What follows belongs to an exercise in optimizing a design on an open flow for small area; a production flow would make more cautious choices. Only simulation tests tie the RTL to the original design; equivalence was not proved. The clock port is modelled as an ideal driver; clocking choices that lean on that would not hold on a real chip. No activity file was given, so power comes from the tool's default toggle rates.

Design triple_codec, start of the top module:
module triple_codec (
    input  wire         clk,
    input  wire         rst,
    input  wire         tx_valid,
    output wire         tx_ready,
    input  wire         tx_fd,
    input  wire [7:0]   tx_channel,
    input  wire [31:0]  tx_id,
    input  wire         tx_ext,
    input  wire         tx_rtr,
    input  wire         tx_brs,
    input  wire         tx_esi,
    input  wire [7:0]   tx_len,
    input  wire [511:0] tx_data,
    output wire         txo_valid,
    input  wire         txo_ready,
    output wire [7:0]   txo_byte,
    output wire         txo_last,
    output wire         tx_err_valid,
    output wire [1:0]   tx_err_code,
    input  wire         rx_in_valid,
    input  wire [7:0]   rx_in_byte,
    output wire         rx_valid,
    output wire [2:0]   rx_kind,
    output wire [7:0]   rx_info,
    output wire [7:0]   rx_raw_len,
    output wire [7:0]   rx_ulen,
    output wire [6:0]   rx_channel,
    output wire [31:0]  rx_id,
    output wire         rx_ext,
    output wire         rx_rtr,
    output wire         rx_brs,
    output wire         rx_esi,
    output wire [6:0]   rx_len,
    output wire [511:0] rx_data,
    output wire         rx_overflow
);
    triple_tx #(.CHANNEL_COUNT(112)) u_tx (
        .clk          (clk),
        .rst          (rst),
        .tx_valid     (tx_valid),
        .tx_ready     (tx_ready),
        .tx_fd        (tx_fd),
        .tx_channel   (tx_channel),
        .tx_id        (tx_id),
        .tx_ext       (tx_ext),
        .tx_rtr       (tx_rtr),
        .tx_brs       (tx_brs),
        .tx_esi       (tx_esi),
        .tx_len       (tx_len),
        .tx_data      (tx_data),
        .txo_valid    (txo_valid),
        .txo_ready    (txo_ready),
        .txo_byte     (txo_byte),
        .txo_last     (txo_last),
        .tx_err_valid (tx_err_valid),
        .tx_err_code  (tx_err_code)
    );
    triple_rx #(.MTU(100)) u_rx (
        .clk         (clk),
        .rst         (rst),
        .rx_in_valid (rx_in_valid),
        .rx_in_byte  (rx_in_byte),
        .rx_valid    (rx_valid),
  ...
Size in the first run: roughly 2,200 cells after synthesis, ~42,000 sq um of cells after synthesis.
Settings: LEC_CHECK=0, CAP_MARGIN=20, CORE_MARGIN=2, CORE_UTILIZATION=36, CTS_BUF_LIST=sky130_fd_sc_hd__clkbuf_16, CTS_CLUSTER_DIAMETER=80, CTS_CLUSTER_SIZE=30, SLEW_MARGIN=20; clock period 10.0 ns.
standard.sh (not shown) runs the stock make flow with config.mk's settings and CLKGATE_MAP_FILE= SYNTH_SCRIPT=/design/flow/synth_recipe.tcl, a recipe that flattens the netlist after the stock synthesis.
==> flow/flow/run.sh <==
#!/bin/bash
# Standard ORFS layout, with the port buffers made of the smallest buffer
# cell (sky130_fd_sc_hd__buf_1) instead of the cell buffer_ports picks
# by default, and clock tree synthesis with clkbuf_16 trunk buffers and
# clkbuf_8 sink-cluster buffers.
set -euo pipefail
export BUFFER_PORTS_ARGS="-buffer_cell sky130_fd_sc_hd__buf_1"
export CTS_ARGS="-sink_clustering_enable -repair_clock_nets -sink_clustering_size 16 -sink_clustering_max_diameter 50 -buf_list sky130_fd_sc_hd__clkbuf_16 -sink_clustering_buffer sky130_fd_sc_hd__clkbuf_8"
bash standard.sh > standard.log 2>&1
The starting point finished with timing, DRC and antenna clean.
Change:
==> flow/flow/run.sh (replaced) <==
#!/bin/bash
# Standard ORFS layout, with the port buffers made of the smallest buffer
# cell (sky130_fd_sc_hd__buf_1) instead of the cell buffer_ports picks
# by default. Everything else is the standard flow's own flow (standard.sh).
set -euo pipefail
export BUFFER_PORTS_ARGS="-buffer_cell sky130_fd_sc_hd__buf_1"
bash standard.sh > standard.log 2>&1
Settings changed: CORE_UTILIZATION 36 to 40.
Effect:
- The new run failed in 3_2_place_iop with PPL-0024
- area after synthesis stays the same
- synthesized cell count stays the same
Change:
Settings changed: CORE_UTILIZATION 40 to 38.
With this change the flow finished with timing, DRC and antenna clean.
Area after synthesis is unchanged.
Synthesized cell count is unchanged.
Change:
==> flow/flow/run.sh (replaced) <==
#!/bin/bash
# Standard ORFS layout, with the port buffers made of the smallest buffer
# cell (sky130_fd_sc_hd__buf_1) instead of the cell buffer_ports picks
# by default, and clock tree synthesis characterized for a lower slew
# target with larger sink clusters.
set -euo pipefail
export BUFFER_PORTS_ARGS="-buffer_cell sky130_fd_sc_hd__buf_1"
export PRE_CTS_TCL="$(pwd)/flow/cts_pre.tcl"
export CTS_ARGS="-sink_clustering_enable -repair_clock_nets -sink_clustering_size 30 -sink_clustering_max_diameter 80 -buf_list sky130_fd_sc_hd__clkbuf_16"
bash standard.sh > standard.log 2>&1
==> flow/flow/cts_pre.tcl (new file) <==
configure_cts_characterization -max_slew 0.08
Settings changed: CORE_UTILIZATION 38 to 36.
What happened: The new run completed with no timing, DRC or antenna violations; combinational power stays flat; first-iteration DRC count shrinks by about a fifth; power grows slightly; core utilization shrinks by 2.0 points; sequential power barely changes; synthesized area stays the same.

Another version of the RTL of triple_codec (not shown whole).
Size in the first run: ~2100 cells after synthesis, about 1200 flip-flops, about 43000 sq um of cells after synthesis.
==> flow/config.mk <==
export PLATFORM = sky130hd
export DESIGN_NAME = triple_codec
export DESIGN_NICKNAME = triple_codec
export VERILOG_FILES = /design/flow/design.v
export SDC_FILE = /design/flow/constraint.sdc
export NUM_CORES = 4
export LEC_CHECK = 0
export CAP_MARGIN = 0
export CORE_MARGIN = 2
export CORE_UTILIZATION = 40
export CTS_BUF_LIST = sky130_fd_sc_hd__clkbuf_16
export CTS_CLUSTER_DIAMETER = 80
export CTS_CLUSTER_SIZE = 30
export SLEW_MARGIN = 0
==> flow/constraint.sdc <==
create_clock -name core_clock -period 10.0 [get_ports {clk}]
set_input_delay 2.0000 -clock core_clock [delete_from_list [all_inputs] [get_ports {clk}]]
set_output_delay 2.0000 -clock core_clock [all_outputs]
set_load 0.01 [all_outputs]
==> flow/flow/run.sh <==
#!/bin/bash
# Standard ORFS layout, with the port buffers made of the smallest buffer
# cell (sky130_fd_sc_hd__buf_1) instead of the cell buffer_ports picks
# by default. Everything else is the standard flow's own flow (standard.sh).
set -euo pipefail
export BUFFER_PORTS_ARGS="-buffer_cell sky130_fd_sc_hd__buf_1"
bash standard.sh > standard.log 2>&1
Rerun with:
Settings changed: CAP_MARGIN 0 to 20, CTS_CLUSTER_DIAMETER 80 to 60, CTS_CLUSTER_SIZE 30 to 24, SLEW_MARGIN 0 to 20.
Outcome:
- The new run completed without violations
- routed wire length rose by 0.83%
- worst setup slack gets better by 0.065 ns
- count of clock-buffer cells in the layout rose by 37
- fmax rose by 0.92%
- area after synthesis is unchanged
- cell count rose by 1.9%
- first-iteration DRC count fell by 9.1%
- non-clock buffer count is unchanged
- synthesized cell count stays the same
- critical path depth stays the same
- power rose by 11%
Rerun with:
--- a/flow/flow/run.sh
+++ b/flow/flow/run.sh
@@ -4 +4,2 @@
-# by default. Everything else is the standard flow's own flow (standard.sh).
+# by default, and clock tree synthesis with larger sink clusters and
+# buffers inserted along long trunk wires.
@@ -6,0 +8 @@
+export CTS_ARGS="-sink_clustering_enable -repair_clock_nets -sink_clustering_size 30 -sink_clustering_max_diameter 80 -buf_list sky130_fd_sc_hd__clkbuf_16 -distance_between_buffers 60"
Settings changed: CTS_CLUSTER_DIAMETER 60 to 80, CTS_CLUSTER_SIZE 24 to 30.
Maximum frequency is lower by 1.1%.
Via count is lower by 1.2%.
Setup slack loses 0.081 ns.
Power is lower by 9.7%.
Rerun with:
==> flow/flow/run.sh (replaced) <==
#!/bin/bash
# Standard ORFS layout, with the port buffers made of the smallest buffer
# cell (sky130_fd_sc_hd__buf_1) instead of the cell buffer_ports picks
# by default. Everything else is the standard flow's own flow (standard.sh).
set -euo pipefail
export BUFFER_PORTS_ARGS="-buffer_cell sky130_fd_sc_hd__buf_1"
bash standard.sh > standard.log 2>&1
Settings changed: CORE_UTILIZATION 40 to 65.
The changed run never finished: it broke off in I/O pin placement (3_2_place_iop) (PPL-0024).
Area after synthesis does not change.
Synthesized cell count is unchanged.
Rerun with:
Settings changed: CORE_UTILIZATION 65 to 40.
This time the run produced a clean layout.
Area after synthesis is unchanged.
Synthesized cell count does not change.

Another version of the RTL of triple_codec (not shown whole).
Size in the first run: roughly 2100 cells after synthesis, about 1200 I/O pins.
Design triple_codec, start of the top module:
module triple_codec (
    input  wire         clk,
    input  wire         rst,
    input  wire         tx_valid,
    output wire         tx_ready,
    input  wire         tx_fd,
    input  wire [7:0]   tx_channel,
    input  wire [31:0]  tx_id,
    input  wire         tx_ext,
    input  wire         tx_rtr,
    input  wire         tx_brs,
    input  wire         tx_esi,
    input  wire [7:0]   tx_len,
    input  wire [511:0] tx_data,
    output wire         txo_valid,
    input  wire         txo_ready,
    output wire [7:0]   txo_byte,
    output wire         txo_last,
    output wire         tx_err_valid,
    output wire [1:0]   tx_err_code,
    input  wire         rx_in_valid,
    input  wire [7:0]   rx_in_byte,
    output wire         rx_valid,
    output wire [2:0]   rx_kind,
    output wire [7:0]   rx_info,
    output wire [7:0]   rx_raw_len,
    output wire [7:0]   rx_ulen,
    output wire [6:0]   rx_channel,
    output wire [31:0]  rx_id,
    output wire         rx_ext,
    output wire         rx_rtr,
    output wire         rx_brs,
    output wire         rx_esi,
    output wire [6:0]   rx_len,
    output wire [511:0] rx_data,
    output wire         rx_overflow
);
    triple_tx #(.CHANNEL_COUNT(112)) u_tx (
        .clk          (clk),
        .rst          (rst),
        .tx_valid     (tx_valid),
        .tx_ready     (tx_ready),
        .tx_fd        (tx_fd),
        .tx_channel   (tx_channel),
        .tx_id        (tx_id),
        .tx_ext       (tx_ext),
        .tx_rtr       (tx_rtr),
        .tx_brs       (tx_brs),
        .tx_esi       (tx_esi),
        .tx_len       (tx_len),
        .tx_data      (tx_data),
        .txo_valid    (txo_valid),
        .txo_ready    (txo_ready),
        .txo_byte     (txo_byte),
        .txo_last     (txo_last),
        .tx_err_valid (tx_err_valid),
  ...
clock: 10.0 ns
lec_check: 0
cap_margin: 20
core_margin: 2
core_utilization: 40
cts_buf_list: sky130_fd_sc_hd__clkbuf_4
slew_margin: 20
==> flow/flow/run.sh <==
#!/bin/bash
# Standard ORFS layout, with the port buffers made of the smallest buffer
# cell (sky130_fd_sc_hd__buf_1) instead of the cell buffer_ports picks
# by default. Everything else is the standard flow's own flow (standard.sh).
set -euo pipefail
export BUFFER_PORTS_ARGS="-buffer_cell sky130_fd_sc_hd__buf_1"
bash standard.sh > standard.log 2>&1
The baseline went through all stages and came out clean.
Then changed:
CTS_BUF_LIST = sky130_fd_sc_hd__clkbuf_16   (was sky130_fd_sc_hd__clkbuf_4)
CTS_CLUSTER_DIAMETER = 80   (was not set)
CTS_CLUSTER_SIZE = 30   (was not set)
What happened: The new run produced a clean layout. Via count goes down by about 6.4%. Final cell count goes down by about 8%. Worst setup slack improves by 510 ps. Cell area is lower by 4.0%. Routed wire length drops by about 2.5%.
Then changed:
CTS_BUF_LIST = sky130_fd_sc_hd__clkbuf_8   (was sky130_fd_sc_hd__clkbuf_16)
CTS_CLUSTER_DIAMETER = 60   (was 80)
CTS_CLUSTER_SIZE = 20   (was 30)
After rerunning: Die area does not change. Setup slack gets better by 64 ps. Hold slack gets worse by 4.9 ps. Routed wire length increases by about 0.75%. First-iteration DRC count increases by about 2.7%.

RTL: one of the versions met above, not the one the previous note started from.
For scale: ~2,200 cells after synthesis, ~1,200 flip-flops, ~1,200 I/O pins, ~42,000 um2 of cells after synthesis.
// triple_codec
module triple_codec (
    input  wire         clk,
    input  wire         rst,
    input  wire         tx_valid,
    output wire         tx_ready,
    input  wire         tx_fd,
    input  wire [7:0]   tx_channel,
    input  wire [31:0]  tx_id,
    input  wire         tx_ext,
    input  wire         tx_rtr,
    input  wire         tx_brs,
    input  wire         tx_esi,
    input  wire [7:0]   tx_len,
    input  wire [511:0] tx_data,
    output wire         txo_valid,
    input  wire         txo_ready,
    output wire [7:0]   txo_byte,
    output wire         txo_last,
    output wire         tx_err_valid,
    output wire [1:0]   tx_err_code,
    input  wire         rx_in_valid,
    input  wire [7:0]   rx_in_byte,
    output wire         rx_valid,
    output wire [2:0]   rx_kind,
    output wire [7:0]   rx_info,
    output wire [7:0]   rx_raw_len,
    output wire [7:0]   rx_ulen,
    output wire [6:0]   rx_channel,
    output wire [31:0]  rx_id,
    output wire         rx_ext,
    output wire         rx_rtr,
    output wire         rx_brs,
    output wire         rx_esi,
    output wire [6:0]   rx_len,
    output wire [511:0] rx_data,
    output wire         rx_overflow
);
Settings: LEC_CHECK=0, CAP_MARGIN=20, CORE_ASPECT_RATIO=0.4, CORE_MARGIN=2, CORE_UTILIZATION=45, CTS_BUF_LIST=sky130_fd_sc_hd__clkbuf_16, CTS_CLUSTER_DIAMETER=80, CTS_CLUSTER_SIZE=30, SLEW_MARGIN=20; clock period 10.0 ns.
Scripts as last shown in full above: flow/flow/run.sh
The first run passed the timing, design-rule and antenna checks.
Change:
CORE_ASPECT_RATIO = not set   (was 0.4)
CORE_UTILIZATION = 36   (was 45)
The new run finished with timing, DRC and antenna clean.
Area after synthesis stays the same.
Non-clock buffer count went down by 2.
Die area increases by 24%.
Total power rises by 2.8%.
Routed wire length rises by 2.0%.
Final cell count rose by 6.6%.
Change:
GPL_TIMING_DRIVEN = 0   (was not set)
Outcome: The new run completed without violations; setup slack degrades by 0.048 ns; clock power goes up by about 3%; combinational power came out higher by 21%; sequential cell count does not change.
Change:
CORE_ASPECT_RATIO = 0.5   (was not set)
CORE_UTILIZATION = 42   (was 36)
CTS_CLUSTER_DIAMETER = 70   (was 80)
CTS_CLUSTER_SIZE = 28   (was 30)
GPL_TIMING_DRIVEN = not set   (was 0)
The new run ran to the end with no violations.
Total power drops by 3.2%.
Setup slack improved by 0.33 ns.
Hold slack hardly moves.

[static timing again, ports no longer ideal]
How much do the figures lean on ideal ports? The routed layouts below were timed once more, with nothing changed but the port constraints. Step 1, drivers: a clkbuf_16 drives clk and a buf_2 each remaining input, both assumed. Step 2 moves the port delays by t, midway between the first and last clock arrival at a register: inputs arrive t later, outputs are due t later. That takes back most of the time a late clock gives input paths. Three values: ideal ports, drivers, drivers and shift; two values: the first two.
run | shift t [ns] | setup slack, ns | hold WS [ns]
the first run of note 1 | 0.711 | 2.949 / 2.880 / 3.591 | 0.466 / 0.466 / 0.466
the third run of note 1 | 0.722 | 2.984 / 2.916 / 3.638 | 0.466 / 0.466 / 0.466
the fourth run of note 1 | 0.738 | 2.883 / 2.815 / 3.553 | 0.475 / 0.475 / 0.475
the first run of note 2 | 0.739 | 2.855 / 2.788 / 3.527 | 0.492 / 0.492 / 0.492
the second run of note 2 | 0.753 | 2.921 / 2.851 / 3.604 | 0.487 / 0.487 / 0.487
the third run of note 2 | 0.799 | 2.839 / 2.769 / 3.568 | 0.492 / 0.492 / 0.492
the fifth run of note 2 | 0.740 | 2.874 / 2.807 / 3.547 | 0.492 / 0.492 / 0.492
the first run of note 3 | 1.224 | 2.531 / 2.466 / 3.690 | 0.538 / 0.538 / 0.538
the second run of note 3 | 0.741 | 3.036 / 2.967 / 3.708 | 0.544 / 0.544 / 0.544
the third run of note 3 | 0.838 | 3.100 / 3.037 / 3.875 | 0.539 / 0.539 / 0.539
the first run of note 4 | 0.726 | 3.168 / 3.086 / 3.811 | 0.478 / 0.478 / 0.478
the second run of note 4 | 0.738 | 2.883 / 2.815 / 3.553 | 0.475 / 0.475 / 0.475
the third run of note 4 | 0.743 | 2.834 / 2.762 / 3.505 | 0.469 / 0.469 / 0.469
the fourth run of note 4 | 0.728 | 3.162 / 3.093 / 3.821 | 0.468 / 0.468 / 0.468
After both steps setup and hold are still met in every run listed.
